From an optimization exercise on the open Yosys and OpenROAD flow, aimed at a short achievable clock period and few clock cycles per item; shortcuts taken in it are not production practice. Function was checked by simulation only, so behaviour that the tests miss may differ from the original. Power is estimated from default activity; no workload was simulated.

**design/flow/config.mk**
```make
export PLATFORM = sky130hd
export DESIGN_NAME = mrct_decoder
export DESIGN_NICKNAME = mrct_decoder
export VERILOG_FILES = /design/flow/design.v
export SDC_FILE = /design/flow/constraint.sdc
export NUM_CORES = 4
export LEC_CHECK = 0
export CAP_MARGIN = 20
export CORE_MARGIN = 2
export CORE_UTILIZATION = 40
export SLEW_MARGIN = 20
```
**design/flow/design.v**
```verilog
module mrct_decoder (
    input  wire        clk,
    input  wire        rst,
    input  wire        start,
    input  wire        kind,         
    input  wire [11:0] width,
    input  wire [11:0] height,
    input  wire [23:0] src_len,
    input  wire [23:0] dst_cap,
    output wire        src_re,
    output wire [23:0] src_addr,
    input  wire [7:0]  src_rdata,
    output wire        dst_re,
    output wire [23:0] dst_raddr,
    input  wire [7:0]  dst_rdata,
    output wire        dst_we,
    output wire [23:0] dst_waddr,
    output wire [7:0]  dst_wdata,
    output wire        busy,
    output reg         done,
    output reg         error,
    output reg  [3:0]  err_code,
    output reg  [23:0] src_pos,
    output reg  [23:0] dst_pos,
    output reg  [23:0] err_pos
);
    localparam [3:0] ERR_TRUNCATED   = 4'd1,
                     ERR_SRC_SHORT   = 4'd2,
                     ERR_PIXEL_OOB   = 4'd3,
                     ERR_SHIFT_PARAM = 4'd4,
                     ERR_CONFIG      = 4'd5;
    localparam P_IDLE  = 0,
               P_CFG0  = 1,
               P_MUL   = 2,
               P_TB    = 3,
               P_CHK   = 4,
               P_FETCH = 5,
               P_W1    = 6,
               P_W2    = 7,
               P_C1    = 8,
               P_E1    = 9,
               P_E2    = 10,
               P_E3    = 11,
               P_E4    = 12,
               P_C2    = 13,
               P_RDY   = 14,
               P_END   = 15;
    localparam NPS = 16;
    localparam [1:0] SEL_SRC = 2'd0,    
                     SEL_MEM = 2'd1,    
                     SEL_F1  = 2'd2,    
                     SEL_F2  = 2'd3;    
    function [7:0] tc_code(input [4:0] i);
        case (i)
            5'd0:  tc_code = 8'hF0;  5'd1:  tc_code = 8'hE0;  5'd2:  tc_code = 8'hD0;  5'd3:  tc_code = 8'hC0;
            5'd4:  tc_code = 8'hB0;  5'd5:  tc_code = 8'hA0;  5'd6:  tc_code = 8'h31;  5'd7:  tc_code = 8'h21;
            5'd8:  tc_code = 8'h11;  5'd9:  tc_code = 8'h01;  5'd10: tc_code = 8'hF1;  5'd11: tc_code = 8'hE1;
            5'd12: tc_code = 8'hD1;  5'd13: tc_code = 8'h32;  5'd14: tc_code = 8'h22;  5'd15: tc_code = 8'h12;
            5'd16: tc_code = 8'h02;  5'd17: tc_code = 8'hF2;  5'd18: tc_code = 8'hE2;  5'd19: tc_code = 8'hD2;
            5'd20: tc_code = 8'h33;  5'd21: tc_code = 8'h23;  5'd22: tc_code = 8'h13;  5'd23: tc_code = 8'h03;
            5'd24: tc_code = 8'hF3;  5'd25: tc_code = 8'hE3;  5'd26: tc_code = 8'hD3;  5'd27: tc_code = 8'h24;
            5'd28: tc_code = 8'h14;  5'd29: tc_code = 8'h04;  5'd30: tc_code = 8'hF4;  default: tc_code = 8'hE4;
        endcase
    endfunction
    function [7:0] pal_code(input [3:0] i);
        case (i)
            4'd0:  pal_code = 8'hF0;  4'd1:  pal_code = 8'hE0;  4'd2:  pal_code = 8'hD0;  4'd3:  pal_code = 8'hC0;
            4'd4:  pal_code = 8'h31;  4'd5:  pal_code = 8'h21;  4'd6:  pal_code = 8'h11;  4'd7:  pal_code = 8'h01;
            4'd8:  pal_code = 8'hF1;  4'd9:  pal_code = 8'hE1;  4'd10: pal_code = 8'hD1;  4'd11: pal_code = 8'h22;
            4'd12: pal_code = 8'h12;  4'd13: pal_code = 8'h02;  4'd14: pal_code = 8'hF2;  default: pal_code = 8'hE2;
        endcase
    endfunction
    reg  [NPS-1:0] ps;
    reg            busy_r;
    assign busy = busy_r;
    reg         pal;
    reg  [11:0] jw, jh;
    reg  [23:0] jsl, jdc;
    always @(posedge clk)
        if (!busy_r) begin
            pal <= kind;
            jw  <= width;
            jh  <= height;
            jsl <= src_len;
            jdc <= dst_cap;
        end
    reg  [23:0] mul_acc;
    reg  [23:0] mul_mc;
    reg  [11:0] mul_m;
    reg  [25:0] tb;             
    reg  [13:0] tw1;            
    reg  [15:0] tw3;            
    reg  [16:0] tbl_d   [0:31];  
    reg  [31:0] tbl_bad;         
    reg  [31:0] tbl_f1;          
    reg  [31:0] tbl_f2;          
    reg         src_re_r;
    reg  [23:0] src_addr_r;
    reg  [23:0] sleft;          
    reg         sl_nz;          
    reg  [23:0] rem_p;          
    reg         rem_zero;
    reg  [23:0] dpos_p;         
    reg  [23:0] cmd_start;
    reg  [7:0]  cmd_r;
    reg  [7:0]  e0_r, e1_r;
    reg  [17:0] ext_d;          
    reg         have_ext;
    reg  [18:0] c_nb;
    reg         c_lit;
    reg  [16:0] c_dist;
    reg         c_bad, c_f1, c_f2;
    reg         d_lit;
    reg  [1:0]  d_mode;
    reg  [17:0] d_nbm1;
    reg         d_has;
    reg  [23:0] d_rptr;
    reg  [23:0] rem_nx, dpos_nx;
    reg         last_nx;
    reg         e_oob, e_short, e_shift;
    reg         fin_err;
    reg  [3:0]  fin_code;
    reg  [23:0] fin_spos, fin_dpos, fin_epos;
    reg         be_has, be_lit;
    reg  [1:0]  be_mode;
    reg  [17:0] be_cnt;
    reg         i_valid, i_end;       
    reg  [1:0]  i_sel;
    reg         r_valid, r_end;       
    reg  [1:0]  r_sel;
    reg         dst_re_r;
    reg  [23:0] dst_raddr_r;
    reg         dst_we_r;
    reg  [23:0] dst_waddr_r;
    reg  [7:0]  wdata, h2;
    reg         w_end;
    assign src_re    = src_re_r;
    assign src_addr  = src_addr_r;
    assign dst_re    = dst_re_r;
    assign dst_raddr = dst_raddr_r;
    assign dst_we    = dst_we_r;
    assign dst_waddr = dst_waddr_r;
    assign dst_wdata = wdata;
    wire [23:0] npos   = src_addr_r + {23'd0, src_re_r};    
    wire        be_fetch_ok = !(be_has && be_lit);        
    wire        k_lit  = !cmd_r[7];
    wire [2:0]  k_mask = pal ? 3'd7 : 3'd3;
    wire        k_esc  = k_lit ? (cmd_r == 8'h7F) : ((cmd_r[2:0] & k_mask) == k_mask);
    wire [4:0]  k_idx  = pal ? {1'b0, cmd_r[6:3]} : cmd_r[6:2];
    wire [7:0]  k_n    = k_lit ? ({1'b0, cmd_r[6:0]} + 8'd1)
                               : (pal ? ({5'd0, cmd_r[2:0]} + 8'd3) : ({6'd0, cmd_r[1:0]} + 8'd1));
    wire [9:0]  k_nb   = pal ? {2'b00, k_n} : ({2'b00, k_n} + {1'b0, k_n, 1'b0});
    wire [9:0]  k_dk   = k_lit ? (pal ? 10'd128 : 10'd384) : (pal ? 10'd10 : 10'd12);
    wire [18:0] k_nbx  = {1'b0, ext_d} + {9'd0, k_dk};
    wire [16:0] tw_row [0:4];
    assign tw_row[0] = 17'd0;
    assign tw_row[1] = {3'd0, tw1};
    assign tw_row[2] = {2'd0, tw1, 1'b0};
    assign tw_row[3] = {1'b0, tw3};
    assign tw_row[4] = {1'b0, tw1, 2'b00};
    wire [16:0] tbl_new [0:31];
    genvar gi;
    generate
        for (gi = 0; gi < 32; gi = gi + 1) begin : g_tbl
            wire [7:0]  code = pal ? pal_code(gi[3:0]) : tc_code(gi[4:0]);
            wire [2:0]  row  = code[2:0];
            wire [16:0] colx = {{13{code[7]}}, code[7:4]};
            wire [16:0] dcol = pal ? colx : (colx + {colx[15:0], 1'b0});
            assign tbl_new[gi] = tw_row[row] - dcol;
        end
    endgenerate
    wire        take = ps[P_RDY] && !(e_oob || e_short || e_shift) && !be_has;
    wire        issue_now  = be_has || take;
    wire        issue_lit  = be_has ? be_lit  : d_lit;
    wire [1:0]  issue_mode = be_has ? be_mode : d_mode;
    wire        rd_fetch = ps[P_FETCH] && be_fetch_ok && !rem_zero && sl_nz;
    wire        rd_ext0  = ps[P_C1] && k_esc && !have_ext && sl_nz;
    wire        rd_ext1  = ps[P_E1] && sl_nz;
    wire        src_rd   = rd_fetch || rd_ext0 || rd_ext1 || (issue_now && issue_lit);
    integer ti;
    always @(posedge clk) begin
        src_addr_r <= ps[P_CFG0] ? 24'd0 : npos;
        ext_d      <= pal ? {2'b00, e1_r, e0_r} : ({2'b00, e1_r, e0_r} + {1'b0, e1_r, e0_r, 1'b0});
        tw3        <= {2'b00, tw1} + {1'b0, tw1, 1'b0};
        if (src_rd) begin
            sleft <= sleft - 24'd1;
            sl_nz <= (sleft != 24'd1);
        end
        if (ps[P_W2]) cmd_r <= src_rdata;
        if (ps[P_E2]) e0_r  <= src_rdata;
        if (ps[P_E3]) e1_r  <= src_rdata;
        if (ps[P_CFG0]) begin
            tw1     <= pal ? {2'b00, jw} : ({2'b00, jw} + {1'b0, jw, 1'b0});
            mul_acc <= 24'd0;
            mul_mc  <= {12'd0, jw};
            mul_m   <= jh;
            sleft   <= jsl;
            sl_nz   <= (jsl != 24'd0);
            dpos_p  <= 24'd0;
        end
        if (ps[P_MUL]) begin
            mul_acc <= mul_acc + (mul_m[0] ? mul_mc : 24'd0) + (mul_m[1] ? {mul_mc[22:0], 1'b0} : 24'd0);
            mul_mc  <= {mul_mc[21:0], 2'b00};
            mul_m   <= {2'b00, mul_m[11:2]};
        end
        if (ps[P_TB]) begin
            tb <= pal ? {2'b00, mul_acc} : ({2'b00, mul_acc} + {1'b0, mul_acc, 1'b0});
            for (ti = 0; ti < 32; ti = ti + 1) begin
                tbl_d[ti]   <= tbl_new[ti];
                tbl_bad[ti] <= tbl_new[ti][16] || (tbl_new[ti] == 17'd0);
                tbl_f1[ti]  <= (tbl_new[ti] == 17'd1);
                tbl_f2[ti]  <= (tbl_new[ti] == 17'd2);
            end
        end
        if (ps[P_CHK]) begin
            d_lit   <= 1'b1;
            d_mode  <= SEL_SRC;
            d_nbm1  <= pal ? 18'd0 : 18'd2;
            d_has   <= !pal;
            rem_nx  <= tb[23:0] - (pal ? 24'd1 : 24'd3);
            dpos_nx <= pal ? 24'd1 : 24'd3;
            last_nx <= (tb == (pal ? 26'd1 : 26'd3));
            e_oob   <= 1'b0;
            e_short <= 1'b0;
            e_shift <= 1'b0;
        end
        if (ps[P_FETCH]) begin
            cmd_start <= npos;
            have_ext  <= 1'b0;
        end
        if (ps[P_E4]) have_ext <= 1'b1;
        if (ps[P_C1]) begin
            c_lit  <= k_lit;
            c_nb   <= k_esc ? k_nbx : {9'd0, k_nb};
            c_dist <= tbl_d[k_idx];
            c_bad  <= tbl_bad[k_idx];
            c_f1   <= tbl_f1[k_idx];
            c_f2   <= tbl_f2[k_idx];
        end
        if (ps[P_C2]) begin
            d_lit   <= c_lit;
            d_mode  <= c_lit ? SEL_SRC : c_f1 ? SEL_F1 : c_f2 ? SEL_F2 : SEL_MEM;
            d_nbm1  <= c_nb[17:0] - 18'd1;
            d_has   <= (c_nb != 19'd1);
            d_rptr  <= dpos_p - {7'd0, c_dist};
            rem_nx  <= rem_p - {5'd0, c_nb};
            dpos_nx <= dpos_p + {5'd0, c_nb};
            last_nx <= ({5'd0, c_nb} == rem_p);
            e_oob   <= ({5'd0, c_nb} > rem_p);
            e_short <= c_lit && ({5'd0, c_nb} > sleft);
            e_shift <= !c_lit && (c_bad || (dpos_p < {7'd0, c_dist}));
        end
        if (take) begin
            rem_p    <= rem_nx;
            dpos_p   <= dpos_nx;
            rem_zero <= last_nx;
        end
        if (ps[P_CHK]) begin
            fin_err  <= 1'b1;
            fin_code <= ERR_CONFIG;
            fin_spos <= 24'd0;
            fin_dpos <= 24'd0;
            fin_epos <= 24'd0;
            if (!((jw == 12'd0) || (jh == 12'd0) || (tb[25:24] != 2'b00) || ({2'b00, jdc} < tb)))
                fin_code <= ERR_TRUNCATED;
        end
        if (ps[P_FETCH]) begin
            fin_err  <= !rem_zero;
            fin_code <= ERR_TRUNCATED;
            fin_spos <= npos;
            fin_dpos <= dpos_p;
            fin_epos <= rem_zero ? 24'd0 : npos;
        end
        if (ps[P_RDY]) begin
            fin_err  <= 1'b1;
            fin_code <= e_oob ? ERR_PIXEL_OOB : e_short ? ERR_SRC_SHORT : ERR_SHIFT_PARAM;
            fin_spos <= cmd_start;
            fin_dpos <= dpos_p;
            fin_epos <= cmd_start;
        end
        if (ps[P_C1] || ps[P_E1]) begin
            fin_err  <= 1'b1;
            fin_code <= ERR_TRUNCATED;
            fin_spos <= cmd_start;
            fin_dpos <= dpos_p;
            fin_epos <= cmd_start;
        end
        if (be_has) begin
            be_cnt <= be_cnt - 18'd1;
        end else if (take) begin
            be_cnt  <= d_nbm1;
            be_lit  <= d_lit;
            be_mode <= d_mode;
        end
        dst_raddr_r <= be_has ? dst_raddr_r + 24'd1 : d_rptr;
        i_sel       <= issue_mode;
        r_sel       <= i_sel;
        if (r_valid) begin
            wdata <= (r_sel == SEL_SRC) ? src_rdata :
                     (r_sel == SEL_MEM) ? dst_rdata :
                     (r_sel == SEL_F1)  ? wdata : h2;
            h2    <= wdata;
        end
        dst_waddr_r <= ps[P_CFG0] ? 24'd0 : dst_waddr_r + {23'd0, dst_we_r};
        if (rst) begin
            ps       <= {{(NPS-1){1'b0}}, 1'b1};
            busy_r   <= 1'b0;
            done     <= 1'b0;
            error    <= 1'b0;
            err_code <= 4'd0;
            src_pos  <= 24'd0;
            dst_pos  <= 24'd0;
            err_pos  <= 24'd0;
            be_has   <= 1'b0;
            i_valid  <= 1'b0;
            i_end    <= 1'b0;
            r_valid  <= 1'b0;
            r_end    <= 1'b0;
            src_re_r <= 1'b0;
            dst_re_r <= 1'b0;
            dst_we_r <= 1'b0;
            w_end    <= 1'b0;
        end else begin
            ps <= {NPS{1'b0}};
            case (1'b1)
                ps[P_IDLE]: begin
                    if (start && !busy_r) ps[P_CFG0] <= 1'b1;
                    else                  ps[P_IDLE] <= 1'b1;
                end
                ps[P_CFG0]: ps[P_MUL] <= 1'b1;
                ps[P_MUL]:  if (mul_m[11:2] == 10'd0) ps[P_TB] <= 1'b1;
                            else                      ps[P_MUL] <= 1'b1;
                ps[P_TB]:   ps[P_CHK] <= 1'b1;
                ps[P_CHK]: begin
                    if ((jw == 12'd0) || (jh == 12'd0) || (tb[25:24] != 2'b00) || ({2'b00, jdc} < tb) ||
                        (jsl < (pal ? 24'd1 : 24'd3)))
                        ps[P_END] <= 1'b1;
                    else
                        ps[P_RDY] <= 1'b1;
                end
                ps[P_FETCH]: begin
                    if (!be_fetch_ok)      ps[P_FETCH] <= 1'b1;
                    else if (rem_zero)     ps[P_END]   <= 1'b1;
                    else if (!sl_nz)       ps[P_END]   <= 1'b1;
                    else                   ps[P_W1]    <= 1'b1;
                end
                ps[P_W1]: ps[P_W2] <= 1'b1;
                ps[P_W2]: ps[P_C1] <= 1'b1;
                ps[P_C1]: begin
                    if (k_esc && !have_ext) begin
                        if (sl_nz) ps[P_E1]  <= 1'b1;
                        else       ps[P_END] <= 1'b1;
                    end else begin
                        ps[P_C2] <= 1'b1;
                    end
                end
                ps[P_E1]: if (sl_nz) ps[P_E2] <= 1'b1;
                          else       ps[P_END] <= 1'b1;
                ps[P_E2]: ps[P_E3] <= 1'b1;
                ps[P_E3]: ps[P_E4] <= 1'b1;
                ps[P_E4]: ps[P_C1] <= 1'b1;
                ps[P_C2]: ps[P_RDY] <= 1'b1;
                ps[P_RDY]: begin
                    if (e_oob || e_short || e_shift) ps[P_END]   <= 1'b1;
                    else if (!be_has)                ps[P_FETCH] <= 1'b1;
                    else                             ps[P_RDY]   <= 1'b1;
                end
                ps[P_END]: begin
                    if (!be_has) ps[P_IDLE] <= 1'b1;
                    else         ps[P_END]  <= 1'b1;
                end
                default: ps[P_IDLE] <= 1'b1;
            endcase
            if (be_has)    be_has <= (be_cnt != 18'd1);
            else if (take) be_has <= d_has;
            i_valid  <= issue_now;
            i_end    <= ps[P_END] && !be_has;
            src_re_r <= src_rd;
            dst_re_r <= issue_now && !issue_lit && (issue_mode == SEL_MEM);
            r_valid  <= i_valid;
            r_end    <= i_end;
            dst_we_r <= r_valid;
            w_end    <= r_end;
            if (ps[P_IDLE] && start && !busy_r) begin
                busy_r   <= 1'b1;
                done     <= 1'b0;
                error    <= 1'b0;
                err_code <= 4'd0;
            end
            if (w_end) begin
                busy_r   <= 1'b0;
                done     <= !fin_err;
                error    <= fin_err;
                err_code <= fin_err ? fin_code : 4'd0;
                src_pos  <= fin_spos;
                dst_pos  <= fin_dpos;
                err_pos  <= fin_epos;
            end
        end
    end
endmodule
```
**design/flow/run.sh**
```bash
#!/bin/bash
# synth_recipe.tcl (not shown) runs the flow's synth.tcl, then flattens the netlist and writes it again
# the make line also repeats each setting of config.mk as NAME=value (left out here)
make -C /OpenROAD-flow-scripts/flow DESIGN_CONFIG=/design/flow/config.mk WORK_HOME=/design/flow/orfs CLKGATE_MAP_FILE= SYNTH_SCRIPT=/design/flow/synth_recipe.tcl finish
```
**design/flow/constraint.sdc**
```tcl
create_clock -name core_clock -period 11.0 [get_ports {clk}]
set_input_delay 2.2000 -clock core_clock [delete_from_list [all_inputs] [get_ports {clk}]]
set_output_delay 2.2000 -clock core_clock [all_outputs]
set_load 0.01 [all_outputs]
```
==> impl_results.md <==
* Slew Viols, Final at 0
* Wl on met1 at 103 mm
* PwrDens at 151 nW/µm²
* Syn avg cell area at 10.9 µm²
* Critical path peak fanout at 73
* Post-CTS setup buffers at 0
* Post-DP HPWL at 200 mm
* WL met3 at 25.3 mm
* Ys async rst share at 0%
* Fmax at 186 MHz
* CP Data Required Time at 11.64 ns
* Root Buffer: clkbuf_16
* CP Cell Sequence: buf_12, mux2i_1, clkinv_1, ha_1, inv_1, ha_1, or4_1, nand2b_1, nor4_1, xnor2_1, nor3_1, nand2_1, o22ai_1
* 1st-iter DRT viols at 6,407
* Register area share after synthesis at 52.2%
* First-pass GRT wire length at 375 mm
* CP Class: reg2reg
* Nets@finish at 7,087
* Tot GR Track Use at 29.9%
* Pre-CTS WS at 5.65 ns
* Std-Cell Rows at 152
* Routed WL at 266 mm
* Hold Slack at 0.334 ns
* Clk slew on worst S/H paths at 0.07 ns
* Worst vdd ir at 0.121 mV
* Endpoints failing hold at 0
* Hold buffer count at cts at 0
* Chip Width at 419 µm
* Die Area at 176,000 µm²
* Hold Path Class: reg2reg
* Grt total ovfl at 0
* Skew final at 0.0423 ns
* DRC viols at 0
* Largest stage delay, worst path at 0.85 ns
* Mapped Nets at 6,826
* WL met2 at 119 mm
* Clk buf depth at 3
* DP Area at 74,400 µm²
* Initial antenna violation count at 23
* Distinct cells, synth at 96
* TritonCTS Buffers at 146
* DR vias/cell at 5.90
* Starting density of the core at 40.2%
* Worst Path Arrival at 6.02 ns
* Post-route total power at 12.0 mW
* Max-cap viol count at 0
* Status: no timing/DRC/antenna violations
* Rel. slew slack at 14.0%
* First-pass DRT Iterations at 9
* Unrepaired setup endpoints after global routing: no
* CTS tree: done
* Final setup TNS at 0 ns
* Number of synthesized flops with an enable pin at 1,051
* Leak Pwr at 28.3 nW
* H-Tree Depth at 4
* Fin crit share at 48.9%
* Final critical-path required period at 5.38 ns
* Count leader, synth: edfxtp_1
* CP endpoint kind: flip-flop
* Final instance area at 79,300 µm²
* Main synth FF type: edfxtp_1
* Vias post-DR at 53,300
* Area grow syn2layout at 15.1%
* Post-DRT Antenna Nets at 0
* Syn Inst Count at 6,343
* Post-Syn Area at 68,900 µm²
* CP Launch Type: flip-flop
* Post-synth top cells: edfxtp_1 (1,051), nor2_1 (592), xnor2_1 (433)
* Top routing layer in use: met5
* Setup violations, final at 0
* CP max-delay cell: mux2i_1
* Post-cts sizing count at 0
* Vias in the first global route at 50,700
* Post-synth top area share at 45.8%
* FF+latch count, synth at 1,273
* Fin worst setup slack at 5.62 ns
* Clk sink count at 1,273
* # IOs at 254
* Area contributors post-synth: edfxtp_1 (46%), ha_1 (6.5%), dfxtp_1 (6.4%), xnor2_1 (5.5%), nor2_1 (3.2%)
* Worst-skew pair later-pin latency at 0.82 ns
* Avg WL per Cell at 29.4 µm
* Worst-Margin Slew at 1.29 ns
* Share of cells above drive strength 1 at 6.65%
* CP most frequent cell: ha_1
* Die Ht at 419 µm
* Yosys warning count at 2
* Port buffer count at 252
* Largest net degree at the start of global routing at 159
* Yosys top cell by area: edfxtp_1
* GP Congestion at 1.07
* Std-Cell Core Area at 171,000 µm²
## through the flow
| step | std cells | utilization (%) |
|---|---|---|
| floorplan | 6343 | - |
| global placement | 8764 | 43.4 |
| detailed placement | 8765 | 43.4 |
| CTS | 9033 | 46.3 |
| global route | 9035 | 46.3 |
| finish | 9044 | 46.3 |
## cell type report
class                      count  area (µm²)
multi-input combinational   4493       30800
tap                         2310        2890
clock inverter                82         960
inverter                     327        1230
clock buffer                 186        3960
antenna                       10        25.0
sequential                  1273       36000
fill                       15800       92000
timing repair buffer         363        3400
## placed cells by master (no fill, tap or decap), types with 20 or more instances in the layout
cell / instances
fa_1: 35
nor2_1: 577
buf_4: 105
o21ai_0: 332
nor2b_1: 100
and2_1: 150
xnor2_1: 433
nor4_1: 83
or4_1: 28
nand2_1: 416
and3_1: 47
a222oi_1: 27
inv_1: 299
o21a_1: 29
clkbuf_16: 148
clkinv_1: 42
mux2i_1: 107
o31ai_1: 28
a211oi_1: 31
a21boi_0: 27
ha_1: 356
nand4_1: 104
mux2_2: 20
clkinv_2: 24
a22o_1: 51
dfxtp_1: 215
a31oi_1: 37
xor2_1: 149
a21oi_1: 327
clkbuf_1: 27
clkdlybuf4s50_1: 251
nand2b_1: 65
or3_1: 62
o21bai_1: 31
a221oi_1: 46
nand3_1: 145
a22oi_1: 93
nor3_1: 155
a21o_1: 98
edfxtp_1: 1051
## sequential cells by signal, indices dropped and copies added (netlist names), 25 cells and up
name,cells
tbl_f2,26
tb,26
tbl_f1,25
tbl_bad,28
tbl_d,434
## cell families after synthesis
family | count (synthesis) | share of synthesized area, %
AND/OR/NAND/NOR | 2048 | 14.7
AO/OA/AOI/OAI | 1328 | 12.6
flip-flops | 1273 | 52.2
XOR/XNOR | 582 | 7.39
buffers and inverters | 577 | 3.20
adder cells (fa/ha/maj) | 391 | 7.48
multiplexers | 143 | 2.40
other | 1 | 0.00544
## layer usage
layer | vias up | track usage, %
li1 | 23800 | -
met1 | 26100 | 37.1
met2 | 2709 | 46.3
met3 | 697 | 7.97
met4 | 22 | 18.4
met5 | - | 0
## power breakdown
part           switching [mW]  internal [mW]  total (mW)
Combinational            1.07          0.500        1.57
Sequential             0.0880           5.32        5.41
Clock                    2.14           2.86        5.01
## path summary, 6_finish.rpt
kind | from | endpoint | slack [ns] | depth (start not counted)
setup reg to reg | pal | tbl_bad[21] | 5.62 | 13
hold / removal | i_sel[0] | r_sel[0] | 0.33 | 0
setup / recovery | pal | tbl_bad[21] | 5.62 | 13
hold reg to reg | i_sel[0] | r_sel[0] | 0.33 | 0
## worst max-delay path, delay by kind of cell, from the launching register on
family | cells | cell delay [ns]
and+or+nand+nor | 5 | 1.95
buffers and inverters | 3 | 0.96
muxes | 1 | 0.85
adders and majority gates | 2 | 0.65
DFF | 1 | 0.44
AOI/OAI and AO/OA | 1 | 0.19
xor gates and xnor gates | 1 | 0.13
Testbench counts, summed over its fixed seeds: cycles 384,685, bytes 374,011.

==> re-timing with driven ports <==
The flow's constraints put no driver on any port. The routed layout listed below was extracted and timed again, unchanged, in two steps.
Step 1 sets driving cells, clkbuf_16 on the clock port and buf_2 on the other inputs (assumed; they add their load-dependent delay and slew).
Step 2 times the ports against the registers' clock, not the clock port: input delays grow and output delays shrink by t, the midpoint of the rising clock arrivals with the driver on.
Three values: ideal ports, drivers, drivers and shift; two values: the first two.
t (ns): 0.888
setup slack, ns: 5.622 / 5.622 / 5.622
worst data-port slew with drivers (ns): 0.10
After both steps this run still meets setup and hold. The setup slack of this run moves by 0.000 ns with the drivers and by 0.000 ns with both steps.
